From an optimization exercise on the open Yosys and OpenROAD flow, aimed at small area; shortcuts taken in it are not production practice. For this run, only the layout was checked, not whether the RTL still works. Power is estimated from default activity; no workload was simulated.

### design/flow/run.sh
#!/bin/bash
# synth_recipe.tcl (not shown) runs the flow's synth.tcl, then flattens the netlist and writes it again
# the make line also repeats each setting of config.mk as NAME=value (left out here)
make -C /OpenROAD-flow-scripts/flow DESIGN_CONFIG=/design/flow/config.mk WORK_HOME=/design/flow/orfs CLKGATE_MAP_FILE= SYNTH_SCRIPT=/design/flow/synth_recipe.tcl finish
### design/flow/config.mk
export PLATFORM = sky130hd
export DESIGN_NAME = n8_busdbg
export DESIGN_NICKNAME = n8_busdbg
export VERILOG_FILES = /design/flow/design.v
export SDC_FILE = /design/flow/constraint.sdc
export NUM_CORES = 4
export LEC_CHECK = 0
export CAP_MARGIN = 20
export CORE_MARGIN = 2
export CORE_UTILIZATION = 40
export PLACE_DENSITY = 0.6
export SLEW_MARGIN = 20
### design/flow/constraint.sdc
create_clock -name core_clock -period 10.0 [get_ports {clk}]
set_input_delay 2.0000 -clock core_clock [delete_from_list [all_inputs] [get_ports {clk}]]
set_output_delay 2.0000 -clock core_clock [all_outputs]
set_load 0.01 [all_outputs]
### design/flow/design.v
module n8_busdbg (
    input  wire        clk,
    input  wire        rst,
    input  wire        tick_i,
    input  wire [15:0] cpu_addr,
    input  wire        cpu_rw,       
    input  wire        cpu_sync,
    input  wire [7:0]  cpu_wdata,
    input  wire [15:0] cpu_pc,       
    output reg  [7:0]  cpu_rdata,
    output reg         cpu_irq,
    output reg  [15:0] ram_addr,
    output reg         ram_we,
    output reg  [7:0]  ram_wdata,
    input  wire [7:0]  ram_rdata,
    input  wire        tty_in_valid,
    input  wire [7:0]  tty_in_data,
    output reg         tty_out_valid,
    output reg  [7:0]  tty_out_data,
    input  wire        host_valid,
    input  wire [7:0]  host_op,
    input  wire [15:0] host_addr,
    input  wire [7:0]  host_wdata,
    output reg         host_resp_valid,
    output reg  [1:0]  host_resp_status,
    output reg  [31:0] host_resp_data
);
    localparam OP_GET_TICKS       = 8'h06;
    localparam OP_ANCHOR_REALIGN  = 8'h07;
    localparam OP_GET_ANCHOR      = 8'h08;
    localparam OP_SET_BP          = 8'h10;
    localparam OP_CLR_BP          = 8'h11;
    localparam OP_SET_WP          = 8'h12;
    localparam OP_CLR_WP          = 8'h13;
    localparam OP_ENABLE_BP       = 8'h14;
    localparam OP_ENABLE_WP       = 8'h15;
    localparam OP_GET_BP_HIT      = 8'h16;
    localparam OP_GET_BP_HIT_ADDR = 8'h17;
    localparam OP_CLR_BP_HIT      = 8'h18;
    localparam OP_GET_WP_HIT      = 8'h19;
    localparam OP_GET_WP_HIT_ADDR = 8'h1A;
    localparam OP_GET_WP_HIT_TYPE = 8'h1B;
    localparam OP_CLR_WP_HIT      = 8'h1C;
    localparam OP_INSERT_Z        = 8'h1D;
    localparam OP_REMOVE_Z        = 8'h1E;
    localparam OP_MEM_READ        = 8'h20;
    localparam OP_MEM_WRITE       = 8'h21;
    localparam OP_FB_READ         = 8'h24;
    localparam OP_FB_WRITE        = 8'h25;
    localparam OP_TTY_INJECT      = 8'h30;
    localparam OP_TTY_RESET       = 8'h31;
    localparam OP_TTY_COUNT       = 8'h32;
    localparam ST_OK          = 2'd0;
    localparam ST_UNSUPPORTED = 2'd1;
    localparam ST_REFUSED     = 2'd2;
    localparam ST_FULL        = 2'd3;
    localparam NBP    = 8;    
    localparam NWP    = 8;    
    localparam QDEPTH = 16;   
    integer i;
    reg  [7:0]  fb [0:255];              
    reg  [7:0]  q_mem [0:QDEPTH-1];      
    reg  [3:0]  q_rd;
    reg  [3:0]  q_wr;
    reg  [4:0]  q_count;
    reg  [7:0]  irq_cell;                
    reg  [NBP-1:0] bp_valid;
    reg  [15:0]    bp_addr [0:NBP-1];
    reg  [NWP-1:0] wp_rd;
    reg  [NWP-1:0] wp_wr;
    reg  [15:0]    wp_addr [0:NWP-1];
    reg         bp_enable, wp_enable;
    reg         bp_hit, wp_hit;
    reg  [15:0] bp_hit_addr, wp_hit_addr;
    reg  [2:0]  wp_hit_type;
    reg  [31:0] tick_count;
    reg  [15:0] anchor;
    reg         anchor_armed;
    wire        tick    = tick_i;
    wire        hop     = host_valid & ~tick_i;
    wire        is_fb   = (cpu_addr[15:8] == 8'hC0);
    wire        is_tty  = (cpu_addr[15:4] == 12'hC10);
    wire        is_cell = (cpu_addr == 16'h00FF);
    wire [3:0]  tty_reg = cpu_addr[3:0];
    wire        q_full      = (q_count == QDEPTH);
    wire        pump_push   = tick & tty_in_valid & ~q_full;
    wire        q_ne_pumped = (q_count != 0) | (tick & tty_in_valid);
    wire [7:0]  q_front     = (q_count != 0) ? q_mem[q_rd] : tty_in_data;
    wire        tty_pop     = tick & is_tty & cpu_rw & (tty_reg == 4'd3) & q_ne_pumped;
    reg bp_match_cpu, wpw_match_cpu, wpr_match_cpu;
    always @(*) begin
        bp_match_cpu  = 1'b0;
        wpw_match_cpu = 1'b0;
        wpr_match_cpu = 1'b0;
        for (i = 0; i < NBP; i = i + 1)
            if (bp_valid[i] && bp_addr[i] == cpu_addr) bp_match_cpu = 1'b1;
        for (i = 0; i < NWP; i = i + 1) begin
            if (wp_wr[i] && wp_addr[i] == cpu_addr) wpw_match_cpu = 1'b1;
            if (wp_rd[i] && wp_addr[i] == cpu_addr) wpr_match_cpu = 1'b1;
        end
    end
    wire bp_fire  = tick & bp_enable & cpu_sync & bp_match_cpu;
    wire wpw_fire = tick & wp_enable & ~cpu_rw & wpw_match_cpu;
    wire wpr_fire = tick & wp_enable & cpu_rw & ~cpu_sync & wpr_match_cpu & ~wpw_fire;
    reg             bp_found;
    reg [NBP-1:0]   bp_hit_vec;
    reg             bp_free_found;
    reg [2:0]       bp_free_idx;
    reg             wp_found;
    reg [NWP-1:0]   wp_hit_vec;
    reg             wp_free_found;
    reg [2:0]       wp_free_idx;
    always @(*) begin
        bp_found      = 1'b0;
        bp_hit_vec    = {NBP{1'b0}};
        bp_free_found = 1'b0;
        bp_free_idx   = 3'd0;
        for (i = 0; i < NBP; i = i + 1) begin
            if (bp_valid[i] && bp_addr[i] == host_addr) begin
                bp_found      = 1'b1;
                bp_hit_vec[i] = 1'b1;
            end
            if (!bp_valid[i] && !bp_free_found) begin
                bp_free_found = 1'b1;
                bp_free_idx   = i[2:0];
            end
        end
        wp_found      = 1'b0;
        wp_hit_vec    = {NWP{1'b0}};
        wp_free_found = 1'b0;
        wp_free_idx   = 3'd0;
        for (i = 0; i < NWP; i = i + 1) begin
            if ((wp_rd[i] || wp_wr[i]) && wp_addr[i] == host_addr) begin
                wp_found      = 1'b1;
                wp_hit_vec[i] = 1'b1;
            end
            if (!wp_rd[i] && !wp_wr[i] && !wp_free_found) begin
                wp_free_found = 1'b1;
                wp_free_idx   = i[2:0];
            end
        end
    end
    wire        z_op      = (host_op == OP_INSERT_Z) | (host_op == OP_REMOVE_Z);
    wire        z_bp      = z_op & (host_wdata == 8'd0 || host_wdata == 8'd1);
    wire        z_wp      = z_op & (host_wdata == 8'd2 || host_wdata == 8'd3 || host_wdata == 8'd4);
    wire        do_set_bp = hop & ((host_op == OP_SET_BP) | (z_bp & (host_op == OP_INSERT_Z)));
    wire        do_clr_bp = hop & ((host_op == OP_CLR_BP) | (z_bp & (host_op == OP_REMOVE_Z)));
    wire        wp_type_ok = (host_wdata == 8'd2) | (host_wdata == 8'd3) | (host_wdata == 8'd4);
    wire        do_set_wp = hop & wp_type_ok & ((host_op == OP_SET_WP) | (host_op == OP_INSERT_Z));
    wire        do_clr_wp = hop & wp_type_ok & ((host_op == OP_CLR_WP) | (host_op == OP_REMOVE_Z));
    wire        wtype_w   = (host_wdata == 8'd2) | (host_wdata == 8'd4);
    wire        wtype_r   = (host_wdata == 8'd3) | (host_wdata == 8'd4);
    wire        inject_push = hop & (host_op == OP_TTY_INJECT) & ~q_full;
    wire        tty_flush   = hop & (host_op == OP_TTY_RESET);
    always @(*) begin
        cpu_rdata = ram_rdata;
        if (is_fb) begin
            cpu_rdata = fb[cpu_addr[7:0]];
        end else if (is_tty) begin
            case (tty_reg)
                4'd0:    cpu_rdata = 8'h00;
                4'd1:    cpu_rdata = 8'hFF;
                4'd2:    cpu_rdata = {7'd0, q_ne_pumped};
                4'd3:    cpu_rdata = q_ne_pumped ? q_front : 8'h00;
                default: cpu_rdata = 8'h00;
            endcase
        end else if (is_cell) begin
            cpu_rdata = {6'd0, q_ne_pumped, 1'b0};
        end
    end
    always @(*) begin
        if (tick) begin
            ram_addr  = cpu_addr;
            ram_we    = ~cpu_rw;
            ram_wdata = cpu_wdata;
        end else begin
            ram_addr  = host_addr;
            ram_we    = hop & (host_op == OP_MEM_WRITE);
            ram_wdata = host_wdata;
        end
    end
    always @(posedge clk) begin
        if (tick & ~cpu_rw & is_fb)
            fb[cpu_addr[7:0]] <= cpu_wdata;
        else if (hop & (host_op == OP_FB_WRITE))
            fb[host_addr[7:0]] <= host_wdata;
    end
    wire q_push = pump_push | inject_push;
    wire [7:0] q_push_data = tick ? tty_in_data : host_wdata;
    always @(posedge clk) begin
        if (q_push) q_mem[q_wr] <= q_push_data;
    end
    always @(posedge clk) begin
        if (rst || tty_flush) begin
            q_rd    <= 4'd0;
            q_wr    <= 4'd0;
            q_count <= 5'd0;
        end else begin
            if (q_push) q_wr <= q_wr + 4'd1;
            if (tty_pop) begin
                if (q_count != 0) q_rd <= q_rd + 4'd1;
                else              q_rd <= q_rd + (pump_push ? 4'd1 : 4'd0);
            end
            q_count <= q_count + (q_push ? 5'd1 : 5'd0) - (tty_pop ? 5'd1 : 5'd0);
        end
    end
    wire q_ne_after = (q_count + (q_push ? 5'd1 : 5'd0) - (tty_pop ? 5'd1 : 5'd0)) != 5'd0;
    always @(posedge clk) begin
        if (rst) begin
            irq_cell      <= 8'h00;
            cpu_irq       <= 1'b0;
            tty_out_valid <= 1'b0;
            tty_out_data  <= 8'h00;
        end else begin
            tty_out_valid <= 1'b0;
            if (tick) begin
                cpu_irq <= q_ne_pumped;
                if (~cpu_rw & is_cell)
                    irq_cell <= cpu_wdata;
                else if (is_tty)
                    irq_cell <= {6'd0, q_ne_after, 1'b0};
                else
                    irq_cell <= {6'd0, q_ne_pumped, 1'b0};
                if (~cpu_rw & is_tty & (tty_reg == 4'd1)) begin
                    tty_out_valid <= 1'b1;
                    tty_out_data  <= cpu_wdata;
                end
            end else if (hop) begin
                if (host_op == OP_MEM_WRITE && host_addr == 16'h00FF)
                    irq_cell <= host_wdata;
                else if (inject_push)
                    irq_cell <= irq_cell | 8'h02;
                else if (tty_flush)
                    irq_cell <= irq_cell & 8'hFD;
            end
        end
    end
    always @(posedge clk) begin
        if (rst) begin
            bp_valid <= {NBP{1'b0}};
            wp_rd    <= {NWP{1'b0}};
            wp_wr    <= {NWP{1'b0}};
            for (i = 0; i < NBP; i = i + 1) bp_addr[i] <= 16'h0000;
            for (i = 0; i < NWP; i = i + 1) wp_addr[i] <= 16'h0000;
        end else begin
            if (do_set_bp && !bp_found && bp_free_found) begin
                bp_valid[bp_free_idx] <= 1'b1;
                bp_addr[bp_free_idx]  <= host_addr;
            end
            if (do_clr_bp)
                bp_valid <= bp_valid & ~bp_hit_vec;
            if (do_set_wp) begin
                if (wp_found) begin
                    for (i = 0; i < NWP; i = i + 1)
                        if (wp_hit_vec[i]) begin
                            if (wtype_w) wp_wr[i] <= 1'b1;
                            if (wtype_r) wp_rd[i] <= 1'b1;
                        end
                end else if (wp_free_found) begin
                    wp_addr[wp_free_idx] <= host_addr;
                    wp_wr[wp_free_idx]   <= wtype_w;
                    wp_rd[wp_free_idx]   <= wtype_r;
                end
            end
            if (do_clr_wp) begin
                for (i = 0; i < NWP; i = i + 1)
                    if (wp_hit_vec[i]) begin
                        if (wtype_w) wp_wr[i] <= 1'b0;
                        if (wtype_r) wp_rd[i] <= 1'b0;
                    end
            end
        end
    end
    wire armed_now = anchor_armed | cpu_sync;
    always @(posedge clk) begin
        if (rst) begin
            bp_enable    <= 1'b0;
            wp_enable    <= 1'b0;
            bp_hit       <= 1'b0;
            wp_hit       <= 1'b0;
            bp_hit_addr  <= 16'h0000;
            wp_hit_addr  <= 16'h0000;
            wp_hit_type  <= 3'd0;
            tick_count   <= 32'd0;
            anchor       <= 16'h0000;
            anchor_armed <= 1'b1;
        end else if (tick) begin
            tick_count <= tick_count + 32'd1;
            if (bp_fire) begin
                bp_hit      <= 1'b1;
                bp_hit_addr <= cpu_addr;
            end
            if (wpw_fire) begin
                wp_hit      <= 1'b1;
                wp_hit_addr <= cpu_addr;
                wp_hit_type <= 3'd2;
            end else if (wpr_fire) begin
                wp_hit      <= 1'b1;
                wp_hit_addr <= cpu_addr;
                wp_hit_type <= 3'd3;
            end
            if (armed_now && cpu_addr == cpu_pc) begin
                anchor       <= cpu_addr;
                anchor_armed <= 1'b0;
            end else begin
                anchor_armed <= armed_now;
            end
        end else if (hop) begin
            case (host_op)
                OP_ENABLE_BP:      bp_enable    <= host_wdata[0];
                OP_ENABLE_WP:      wp_enable    <= host_wdata[0];
                OP_CLR_BP_HIT:     bp_hit       <= 1'b0;
                OP_CLR_WP_HIT:     wp_hit       <= 1'b0;
                OP_ANCHOR_REALIGN: anchor_armed <= 1'b1;
                default: ;
            endcase
        end
    end
    always @(posedge clk) begin
        if (rst) begin
            host_resp_valid  <= 1'b0;
            host_resp_status <= ST_OK;
            host_resp_data   <= 32'd0;
        end else begin
            host_resp_valid <= hop;
            if (hop) begin
                host_resp_status <= ST_OK;
                host_resp_data   <= 32'd0;
                case (host_op)
                    OP_GET_TICKS:       host_resp_data <= tick_count;
                    OP_ANCHOR_REALIGN:  ;
                    OP_GET_ANCHOR:      host_resp_data <= {16'd0, anchor};
                    OP_SET_BP:
                        if (!bp_found && !bp_free_found) host_resp_status <= ST_FULL;
                    OP_CLR_BP:          ;
                    OP_SET_WP, OP_CLR_WP:
                        if (!wp_type_ok) host_resp_status <= ST_UNSUPPORTED;
                        else if (host_op == OP_SET_WP && !wp_found && !wp_free_found)
                            host_resp_status <= ST_FULL;
                    OP_INSERT_Z, OP_REMOVE_Z:
                        if (!z_bp && !z_wp) host_resp_status <= ST_UNSUPPORTED;
                        else if (host_op == OP_INSERT_Z && z_bp && !bp_found && !bp_free_found)
                            host_resp_status <= ST_FULL;
                        else if (host_op == OP_INSERT_Z && z_wp && !wp_found && !wp_free_found)
                            host_resp_status <= ST_FULL;
                    OP_ENABLE_BP, OP_ENABLE_WP: ;
                    OP_GET_BP_HIT:      host_resp_data <= {31'd0, bp_hit};
                    OP_GET_BP_HIT_ADDR: host_resp_data <= {16'd0, bp_hit_addr};
                    OP_CLR_BP_HIT:      ;
                    OP_GET_WP_HIT:      host_resp_data <= {31'd0, wp_hit};
                    OP_GET_WP_HIT_ADDR: host_resp_data <= {16'd0, wp_hit_addr};
                    OP_GET_WP_HIT_TYPE: host_resp_data <= {29'd0, wp_hit_type};
                    OP_CLR_WP_HIT:      ;
                    OP_MEM_READ:
                        host_resp_data <= {24'd0, (host_addr == 16'h00FF) ? irq_cell : ram_rdata};
                    OP_MEM_WRITE:       ;
                    OP_FB_READ:         host_resp_data <= {24'd0, fb[host_addr[7:0]]};
                    OP_FB_WRITE:        ;
                    OP_TTY_INJECT:
                        if (q_full) host_resp_status <= ST_FULL;
                    OP_TTY_RESET:       ;
                    OP_TTY_COUNT:       host_resp_data <= {27'd0, q_count};
                    default:            host_resp_status <= ST_REFUSED;
                endcase
            end
        end
    end
endmodule
==> results.json <==
{
  "synth-main-ff-cell": "edfxtp_1",
  "drc": 0,
  "syn_area_per_cell_sq_um": 16.7,
  "postCtsHoldBufs": 0,
  "crit_path_start": "cpu_addr[0]",
  "synth_edf_count": 2432,
  "crit_type": "in2out",
  "synth_cells": 7643,
  "initial_core_util_pct": 40.1,
  "worst_slack_ns": 0.985,
  "cts_buffers": 292,
  "synth_area_sq_um": 127000,
  "grt_pass1_wl_um": 600000,
  "cts_buffer_depth": 4,
  "fmax_mhz": 111,
  "hold_viol": 0,
  "cts_htree_levels": 5,
  "leakage_nw": 44.9,
  "die_w_um": 568,
  "fin_crit_ns": 9.02,
  "final_max_slew_viol_count": 0,
  "drive_gt1_share_pct": 25.1,
  "vias": 78131,
  "rsz0062_at_grt": "false",
  "min_from": "host_resp_data[29]",
  "gp_congestion": 0.957,
  "worstSetupStartpointType": "primary input",
  "grt_max_degree": 256,
  "ys_warn_count": 1,
  "ios": 173,
  "switching_power_mw": 5.99,
  "status": "finished clean",
  "regToRegSetupSlack_ns": 5.80,
  "crit_fanout": 56,
  "area_growth_pct": 12.1,
  "clock-sinks": 2613,
  "rows": 207,
  "finalSetupViolCount": 0,
  "core-area_sq_um": 318000,
  "grt_pass1_vias": 76732,
  "n_fill_cell": 27307,
  "switching_share_pct": 24.2,
  "finalCritPeriodShare_pct": 90.2,
  "drt-initial-drc-count": 11299,
  "cts_resized": 0,
  "cts_tree": "yes",
  "intPower_mw": 18.7,
  "antenna_found_initial": 21,
  "grt_overflow": 0,
  "drtAntennaViolNets": 0,
  "worstMarginPinSlew_ns": 1.33,
  "synth.ff_latch_count": 2613,
  "viasPerCell": 6.41,
  "die-area_sq_um": 323000,
  "fp.dieH_um": 568,
  "synth_fp_nets": 7759,
  "fin_nets": 7879,
  "power_frac_comb_pct": 8.8,
  "grt_usage_pct": 26.1,
  "finalWirelength_um": 429000,
  "place_ws_ns": 1.21,
  "routedWlPerCell_um": 35.2,
  "pwr-share-clk_pct": 42.5,
  "hpwlAfterDp_um": 271000,
  "critPathArrivalTime_ns": 7.02,
  "timing.slew.headroom_pct": 10.8,
  "seqPwrFrac_pct": 48.8,
  "end_kind": "output port",
  "post_cts_buffers": 0,
  "hold_class": "reg2reg",
  "firstDrtPassIters": 7,
  "port_buffers": 172,
  "tns_ns": 0,
  "cts_root_buffer": "clkbuf_16",
  "seq_area_frac_synth_pct": 60.2,
  "r2r-start": "q_count[2]",
  "clkLatencyLatePin_ns": 0.92,
  "cap_violations": 0,
  "whs_ns": 0.447,
  "cp_data_required_time_ns": 8.00,
  "synthArstFlopShare_pct": 0,
  "power_density_nw_per_um2": 173,
  "clkTransAtPathRegs_ns": 0.05,
  "synth_cell_type_count": 88,
  "fin_worst_skew_ns": 0.0642,
  "ir_worst_vdd_mv": 0.141
}
## sequential cells by signal, summed over array words and instances, names as in the netlist, 5 cells and up, named ones only
register	count
fb	2048
bp_addr	128
q_mem	128
wp_addr	128
host_resp_data	32
tick_count	32
anchor	16
bp_hit_addr	16
wp_hit_addr	16
bp_valid	8
irq_cell	8
tty_out_data	8
wp_rd	8
wp_wr	8
q_count	5
## synthesized netlist by cell type, types with 147 or more instances
| cell type | instances | share of area, % |
|---|---|---|
| and2_1 | 272 | 1.3 |
| buf_2 | 183 | 0.72 |
| nor2_1 | 501 | 1.5 |
| a21oi_1 | 174 | 0.68 |
| xnor2_1 | 419 | 2.9 |
| mux2i_1 | 318 | 2.5 |
| nand2_1 | 299 | 0.88 |
| edfxtp_1 | 2432 | 57 |
| clkbuf_1 | 211 | 0.62 |
| xor2_1 | 147 | 1.0 |
| mux4_2 | 1104 | 20 |
| dfxtp_1 | 181 | 2.8 |
## routing by layer
metal  global-route usage (%)  routed length, um  up-vias
met2                     39.5             193000     5002
met4                     11.8              22500       22
met5                        0                315        -
li1                         -                  -    31172
met1                     34.7             162000    41002
met3                     7.97              50800      933
## final cells by class
| cell class | instances | area [sq um] | area share [%] |
|---|---|---|---|
| Antenna cell | 7 | 17.5 | 0.0123 |
| Clock buffer | 360 | 7740 | 5.42 |
| Clock inverter | 167 | 1400 | 0.980 |
| Inverter | 28 | 110 | 0.0771 |
| Multi-Input combinational cell | 4398 | 47600 | 33.4 |
| Sequential cell | 2613 | 76700 | 53.7 |
| Tap cell | 4180 | 5230 | 3.66 |
| Timing Repair Buffer | 430 | 4050 | 2.84 |
## path summary, 6_finish.rpt
| check | to | cells past startpoint |
|---|---|---|
| worst max-delay path | cpu_rdata[3] | 12 |
| worst min-delay path | host_resp_data[29] | 2 |
| worst min register to register | host_resp_data[29] | 2 |
| worst max register to register | irq_cell[1] | 18 |
## per-stage QoR
stage / utilization (%) / instances / instance area [sq um] / power [mW]
global route: 45.0 / 12178 / 143000 / 25.3
finish: 45.0 / 12183 / 143000 / 24.7
global placement: 42.0 / 11633 / 133000 / 14.4
CTS: 44.9 / 12173 / 143000 / 24.8
detailed placement: 42.1 / 11646 / 134000 / 14.4
floorplan: - / 7643 / 127000 / 13.7
## power by group through the flow
| stage | Sequential (mW) | Combinational [mW] | Clock, mW |
|---|---|---|---|
| floorplan | 12.3 | 1.35 | 0 |
| CTS | 12.0 | 2.14 | 10.6 |
| finish | 12.0 | 2.17 | 10.5 |
| global placement | 12.3 | 2.12 | 0 |
| global route | 12.1 | 2.25 | 11.0 |
| detailed placement | 12.3 | 2.14 | 0 |
## layout by cell type (no fill, tap or decap), types with 34 or more instances in the layout
cell             Yosys  final
a211oi_1            49     49
a21oi_1            174    169
a221oi_1            47     47
a22oi_1            134    134
a31oi_1             34     34
and2_1             272    271
buf_12               3     36
buf_4               96    222
clkbuf_1           211     57
clkbuf_16            0    298
clkdlybuf4s50_1      0    138
clkinv_1             2     60
clkinv_2             0     53
dfxtp_1            181    180
edfxtp_1          2432   2432
mux2i_1            318    318
mux4_2            1104   1104
nand2_1            299    282
nand2b_1            48     47
nand3_1             85     85
nand4_1            124    124
nor2_1             501    427
nor2_2               2     74
nor3_1              92     88
nor4_1              65     64
o21ai_0             78     75
xnor2_1            419    419
xor2_1             147    147
## cell families after synthesis
logic type | count (synthesis) | share of synthesized area [%]
flops | 2613 | 60.2
simple gates | 1637 | 6.50
mux | 1471 | 22.7
compound gates | 703 | 3.80
buf+inv | 632 | 2.77
xor+xnor | 566 | 3.89
fa+ha+maj | 21 | 0.212
## worst max-delay path, stage by stage
cell             delay [ns]
buf_8                  0.47
buf_12                 0.43
buf_4                  0.30
mux4_2                 0.53
a22oi_1                0.23
a21oi_1                0.18
o41ai_2                0.83
buf_4                  0.26
o21ai_1                0.16
nor3_1                 0.55
a21oi_1                0.24
clkdlybuf4s50_1        0.56

-- re-timing with driven ports --
No port has a modelled driver above. Below, the same layout with a new extraction and two added sets of constraints.
Step 1 assumes that a clkbuf_16 drives the clock port and a buf_2 every other input.
Step 2 times the ports against the registers' clock, not the clock port: input delays grow and output delays shrink by t, the midpoint of the rising clock arrivals with the driver on.
Three values: no drivers, after step 1, after step 2; two values: the first two.
t (ns): 0.998
setup slack, ns: 0.985 / 0.934 / 0.934
worst hold slack (ns): 0.447 / 0.447 / 0.447
latest minus earliest clock arrival (ns): 0.088 / 0.088
worst data-port slew with drivers (ns): 0.19
After both steps setup and hold are still met in this run. For this run, drivers alone change the setup slack by -0.051 ns; drivers and shift together by -0.051 ns.
